From an optimization exercise on the open Yosys and OpenROAD flow, aimed at small area; shortcuts taken in it are not production practice.
Only simulation tests tie the RTL to the original design; equivalence was not proved.

Setup of oak:
## sdep_engine
module sdep_engine (
    input  wire        clk,
    input  wire        rst,
    input  wire        op_valid,
    output wire        op_ready,
    input  wire [2:0]  op_code,
    input  wire [15:0] op_cmd,
    input  wire [15:0] op_len,
    input  wire        txd_valid,
    output wire        txd_ready,
    input  wire [7:0]  txd_data,
    output wire        bus_valid,
    output reg  [2:0]  bus_op,
    output reg  [7:0]  bus_tx,
    input  wire        bus_ready,
    input  wire [7:0]  bus_rx,
    input  wire        bus_err,
    output wire        rxd_valid,
    output wire [7:0]  rxd_data,
    output wire        res_valid,
    output wire [2:0]  res_kind,
    output wire [1:0]  res_code,
    output wire [3:0]  res_cause,
    output wire [2:0]  res_inner,
    output wire        res_status,
    output wire [15:0] res_id,
    output wire [15:0] res_count,
    output wire        exch_open
);
    localparam [3:0] S_IDLE   = 4'd0,
                     S_SEL    = 4'd1,
                     S_XCHG   = 4'd2,
  ...
==> flow/config.mk <==
export PLATFORM = sky130hd
export DESIGN_NAME = sdep_engine
export DESIGN_NICKNAME = sdep_engine
export VERILOG_FILES = /design/flow/design.v
export SDC_FILE = /design/flow/constraint.sdc
export NUM_CORES = 4
export LEC_CHECK = 0
export CAP_MARGIN = 20
export CORE_MARGIN = 2
export CORE_UTILIZATION = 40
export SLEW_MARGIN = 20
==> flow/constraint.sdc <==
create_clock -name core_clock -period 10.0 [get_ports {clk}]
set_input_delay 2.0000 -clock core_clock [delete_from_list [all_inputs] [get_ports {clk}]]
set_output_delay 2.0000 -clock core_clock [all_outputs]
set_load 0.01 [all_outputs]
standard.sh (not shown) runs the stock make flow with config.mk's settings and CLKGATE_MAP_FILE= SYNTH_SCRIPT=/design/flow/synth_recipe.tcl, a recipe that flattens the netlist after the stock synthesis.
==> flow/flow/run.sh <==
#!/bin/bash
# Layout flow: the standard ORFS flow (standard.sh) with these changes in
# how the layout is made:
#  - synthesis is synth_recipe.tcl unchanged except for the ABC script of the
#    combinational mapping (area-oriented &deepsyn + &nf, see my_synth.tcl);
#    it is run with several ABC seeds and three mapping variants, and the
#    smallest netlist is kept.
#    Registers are mapped before ABC, so they are the standard synthesis's;
#  - port buffers use the smallest buffer cell (buf_1);
#  - the clock tree uses clkbuf_8 and no dummy loads.
# Each tool's output goes to a log file in this work folder.
set -euo pipefail
W=$(pwd)
NSEEDS=48
PAR=${NUM_CORES:-4}
export FLOW_SYNTH_TCL="$W/synth_recipe.tcl"
export BUFFER_PORTS_ARGS="-buffer_cell sky130_fd_sc_hd__buf_1"
export CTS_ARGS="-sink_clustering_enable -repair_clock_nets -buf_list sky130_fd_sc_hd__clkbuf_8 -root_buf sky130_fd_sc_hd__clkbuf_8 -dont_use_dummy_load"

sed "s|SYNTH_SCRIPT=[^ ]*|SYNTH_SCRIPT=$W/flow/my_synth.tcl|" standard.sh > "$W/flow/standard_mine.sh"
grep -q "SYNTH_SCRIPT=$W/flow/my_synth.tcl" "$W/flow/standard_mine.sh"

# candidate syntheses, one per ABC seed, each in its own ORFS work folder
mkdir -p "$W/syn"
run_seed() {
  # candidate sd: &deepsyn seed (sd mod 16), then one of three mappings
  # (sd / 16): dch + &nf, &dch + &nf, or dch + &nf followed by a second
  # &deepsyn pass and dch + &nf
  local sd=$1 d="$W/syn/s$1" map
  case $(( sd / 16 )) in
    0) map='&put\ndch -f\n&get -n\n&nf -R 1000\n' ;;
    1) map='&dch -f\n&nf -R 1000\n' ;;
    *) map='&put\ndch -f\n&get -n\n&nf -R 1000\n&put\nstrash\n&get -n\n&deepsyn -J 50 -S '"$((sd % 16))"'\n&put\ndch -f\n&get -n\n&nf -R 1000\n' ;;
  esac
  printf "strash\n&get -n\n&deepsyn -J 100 -S %s\n${map}&put\ntopo\n" "$((sd % 16))" > "$W/syn/s$sd.abc"
  sed "s|WORK_HOME=[^ ]*|WORK_HOME=$d|" "$W/flow/standard_mine.sh" > "$W/syn/s$sd.sh"
  MY_ABC_SCRIPT="$W/syn/s$sd.abc" bash "$W/syn/s$sd.sh" synth > "$W/syn/s$sd.log" 2>&1 || true
}
for ((sd = 0; sd < NSEEDS; sd++)); do
  run_seed $sd &
  if (( (sd + 1) % PAR == 0 )); then wait; fi
done
wait

# keep the smallest (cell area without the buffers that placement removes)
best=""; best_area=""
for ((sd = 0; sd < NSEEDS; sd++)); do
  f="$W/syn/s$sd/reports/sky130hd/sdep_engine/base/synth_stat.txt"
  [[ -f "$W/syn/s$sd/results/sky130hd/sdep_engine/base/1_synth.odb" && -f "$f" ]] || continue
  a=$(awk '/sky130_fd_sc_hd__/ { if ($3 !~ /__(buf|clkbuf)_/) s += $2 } END { printf "%.3f", s }' "$f")
  echo "seed $sd: $a" >> "$W/syn/areas.log"
  if [[ -z "$best" ]] || awk -v a="$a" -v b="$best_area" 'BEGIN { exit !(a < b) }'; then
    best=$sd; best_area=$a
  fi
done
[[ -n "$best" ]]
echo "best seed $best: $best_area" >> "$W/syn/areas.log"
mkdir -p "$W/orfs"
cp -a "$W/syn/s$best/." "$W/orfs/"

bash "$W/flow/standard_mine.sh" > "$W/flow_run.log" 2>&1
Other scripts of this flow, unchanged in this note and not shown: flow/flow/my_synth.tcl
Edits applied to the flow inputs when going from oak to pine:
--- a/flow/flow/run.sh
+++ b/flow/flow/run.sh
@@ -5,6 +5,4 @@
 #    combinational mapping (area-oriented &deepsyn + &nf, see my_synth.tcl);
-#    it is run with several ABC seeds and three mapping variants, and the
-#    smallest netlist is kept.
+#    it is run with several ABC seeds and the smallest netlist is kept.
 #    Registers are mapped before ABC, so they are the standard synthesis's;
-#  - port buffers use the smallest buffer cell (buf_1);
 #  - the clock tree uses clkbuf_8 and no dummy loads.
@@ -13,6 +11,5 @@
 W=$(pwd)
-NSEEDS=48
+NSEEDS=12
 PAR=${NUM_CORES:-4}
 export FLOW_SYNTH_TCL="$W/synth_recipe.tcl"
-export BUFFER_PORTS_ARGS="-buffer_cell sky130_fd_sc_hd__buf_1"
 export CTS_ARGS="-sink_clustering_enable -repair_clock_nets -buf_list sky130_fd_sc_hd__clkbuf_8 -root_buf sky130_fd_sc_hd__clkbuf_8 -dont_use_dummy_load"
@@ -25,12 +22,4 @@
 run_seed() {
-  # candidate sd: &deepsyn seed (sd mod 16), then one of three mappings
-  # (sd / 16): dch + &nf, &dch + &nf, or dch + &nf followed by a second
-  # &deepsyn pass and dch + &nf
-  local sd=$1 d="$W/syn/s$1" map
-  case $(( sd / 16 )) in
-    0) map='&put\ndch -f\n&get -n\n&nf -R 1000\n' ;;
-    1) map='&dch -f\n&nf -R 1000\n' ;;
-    *) map='&put\ndch -f\n&get -n\n&nf -R 1000\n&put\nstrash\n&get -n\n&deepsyn -J 50 -S '"$((sd % 16))"'\n&put\ndch -f\n&get -n\n&nf -R 1000\n' ;;
-  esac
-  printf "strash\n&get -n\n&deepsyn -J 100 -S %s\n${map}&put\ntopo\n" "$((sd % 16))" > "$W/syn/s$sd.abc"
+  local sd=$1 d="$W/syn/s$1"
+  printf 'strash\n&get -n\n&deepsyn -J 100 -S %s\n&put\ndch -f\n&get -n\n&nf -R 1000\n&put\ntopo\n' "$sd" > "$W/syn/s$sd.abc"
   sed "s|WORK_HOME=[^ ]*|WORK_HOME=$d|" "$W/flow/standard_mine.sh" > "$W/syn/s$sd.sh"
==> summary.txt <==
pine finished end to end and its layout was clean on timing, DRC and antenna.
In the reports for oak and pine, the larger met1 routing resource usage after global routing belongs to pine.
Comparing oak and pine, the higher final non-filler cell area is on pine.
A commonest non-fill, non-tap cell in the layout of clkdlybuf4s50_1 is what pine shows, while buf_1 belongs to oak.
A launch point of the critical path of st[1]$_SDFFE_PP0P_ is what pine shows, while st[0]$_SDFFE_PP0P_ belongs to oak.
pine against oak: instance count of the mapped netlist held; layout overhead on the synthesized area went up 23 points; total of plain and repair buffers excluding clock buffers went up 1; detail-routed net length per standard cell went up about 14%; maximum operating frequency went down 0.024 GHz.
Summary of pine over oak: instance count after placement with tap cells included shows an increase of 2, length of routed met3 wiring up 6.3%.
Modified inputs, birch compared to pine
--- a/flow/flow/run.sh
+++ b/flow/flow/run.sh
@@ -5,4 +5,6 @@
 #    combinational mapping (area-oriented &deepsyn + &nf, see my_synth.tcl);
-#    it is run with several ABC seeds and the smallest netlist is kept.
+#    it is run with several ABC seeds and two mapping variants, and the
+#    smallest netlist is kept.
 #    Registers are mapped before ABC, so they are the standard synthesis's;
+#  - port buffers use the smallest buffer cell (buf_1);
 #  - the clock tree uses clkbuf_8 and no dummy loads.
@@ -11,5 +13,6 @@
 W=$(pwd)
-NSEEDS=12
+NSEEDS=32
 PAR=${NUM_CORES:-4}
 export FLOW_SYNTH_TCL="$W/synth_recipe.tcl"
+export BUFFER_PORTS_ARGS="-buffer_cell sky130_fd_sc_hd__buf_1"
 export CTS_ARGS="-sink_clustering_enable -repair_clock_nets -buf_list sky130_fd_sc_hd__clkbuf_8 -root_buf sky130_fd_sc_hd__clkbuf_8 -dont_use_dummy_load"
@@ -22,4 +25,7 @@
 run_seed() {
-  local sd=$1 d="$W/syn/s$1"
-  printf 'strash\n&get -n\n&deepsyn -J 100 -S %s\n&put\ndch -f\n&get -n\n&nf -R 1000\n&put\ntopo\n' "$sd" > "$W/syn/s$sd.abc"
+  # candidates 0..NSEEDS-1: &deepsyn seed (candidate mod 16), mapped after
+  # dch (first 16) or after &dch (next 16)
+  local sd=$1 d="$W/syn/s$1" map
+  if (( sd < 16 )); then map='&put\ndch -f\n&get -n\n'; else map='&dch -f\n'; fi
+  printf "strash\n&get -n\n&deepsyn -J 100 -S %s\n${map}&nf -R 1000\n&put\ntopo\n" "$((sd % 16))" > "$W/syn/s$sd.abc"
   sed "s|WORK_HOME=[^ ]*|WORK_HOME=$d|" "$W/flow/standard_mine.sh" > "$W/syn/s$sd.sh"
Notes after the runs:
Per the final summary, birch finished and its layout is clean on timing, DRC and antenna.
The setup slack of birch is larger than that of pine.
Per the comparison of birch with pine, multi-input gate share of the layout cell area went up by 8.1 points; layout multi-input combinational cell count went up by 4.
Modified inputs, maple compared to birch
# birch
export LEC_CHECK = 0
export CAP_MARGIN = 20
export CORE_MARGIN = 2
export CORE_UTILIZATION = 40
export SLEW_MARGIN = 20
create_clock -name core_clock -period 10.0 [get_ports {clk}]
# maple
export LEC_CHECK = 0
export CAP_MARGIN = 20
export CORE_MARGIN = 2
export CORE_UTILIZATION = 60
export SLEW_MARGIN = 20
create_clock -name core_clock -period 10.0 [get_ports {clk}]
--- a/flow/flow/run.sh
+++ b/flow/flow/run.sh
@@ -5,4 +5,3 @@
 #    combinational mapping (area-oriented &deepsyn + &nf, see my_synth.tcl);
-#    it is run with several ABC seeds and two mapping variants, and the
-#    smallest netlist is kept.
+#    it is run with several ABC seeds and the smallest netlist is kept.
 #    Registers are mapped before ABC, so they are the standard synthesis's;
@@ -13,3 +12,3 @@
 W=$(pwd)
-NSEEDS=32
+NSEEDS=24
 PAR=${NUM_CORES:-4}
@@ -25,7 +24,4 @@
 run_seed() {
-  # candidates 0..NSEEDS-1: &deepsyn seed (candidate mod 16), mapped after
-  # dch (first 16) or after &dch (next 16)
-  local sd=$1 d="$W/syn/s$1" map
-  if (( sd < 16 )); then map='&put\ndch -f\n&get -n\n'; else map='&dch -f\n'; fi
-  printf "strash\n&get -n\n&deepsyn -J 100 -S %s\n${map}&nf -R 1000\n&put\ntopo\n" "$((sd % 16))" > "$W/syn/s$sd.abc"
+  local sd=$1 d="$W/syn/s$1"
+  printf 'strash\n&get -n\n&deepsyn -J 100 -S %s\n&put\ndch -f\n&get -n\n&nf -R 1000\n&put\ntopo\n' "$sd" > "$W/syn/s$sd.abc"
   sed "s|WORK_HOME=[^ ]*|WORK_HOME=$d|" "$W/flow/standard_mine.sh" > "$W/syn/s$sd.sh"
==> comparison <==
- Relative to birch, met1 usage has increased by 11 points in maple.
- Diff birch -> maple: total non-filler cell area in the finished layout down about 0.5%, register share of the cell area up 0.16 points.
- Comparing the two runs side by side, maple comes out behind birch on net load switching power.

re-timing with driven ports:
No port has a modelled driver above. Below, the same layouts with a new extraction and two added sets of constraints. Step 1 (the two cells are an assumption about what drives the block):
set clk [get_ports {clk}]
set_driving_cell -lib_cell sky130_fd_sc_hd__clkbuf_16 $clk
set_driving_cell -lib_cell sky130_fd_sc_hd__buf_2 [delete_from_list [all_inputs] $clk]
Step 2 also shifts input and output timing later by t, the mid clock arrival at the registers, as if the neighbouring blocks saw the same clock. Three values: ideal ports, drivers, drivers and shift; two values: the first two.
run | t, ns | setup slack, ns | worst register clock-pin slew, ns
oak | 0.333 | 4.953 / 4.921 / 5.254 | 0.10 / 0.10
pine | 0.333 | 4.252 / 4.218 / 4.550 | 0.10 / 0.10
birch | 0.333 | 4.953 / 4.921 / 5.254 | 0.10 / 0.10
maple | 0.328 | 4.927 / 4.892 / 5.219 | 0.10 / 0.10
After both steps every run listed still meets setup and hold.
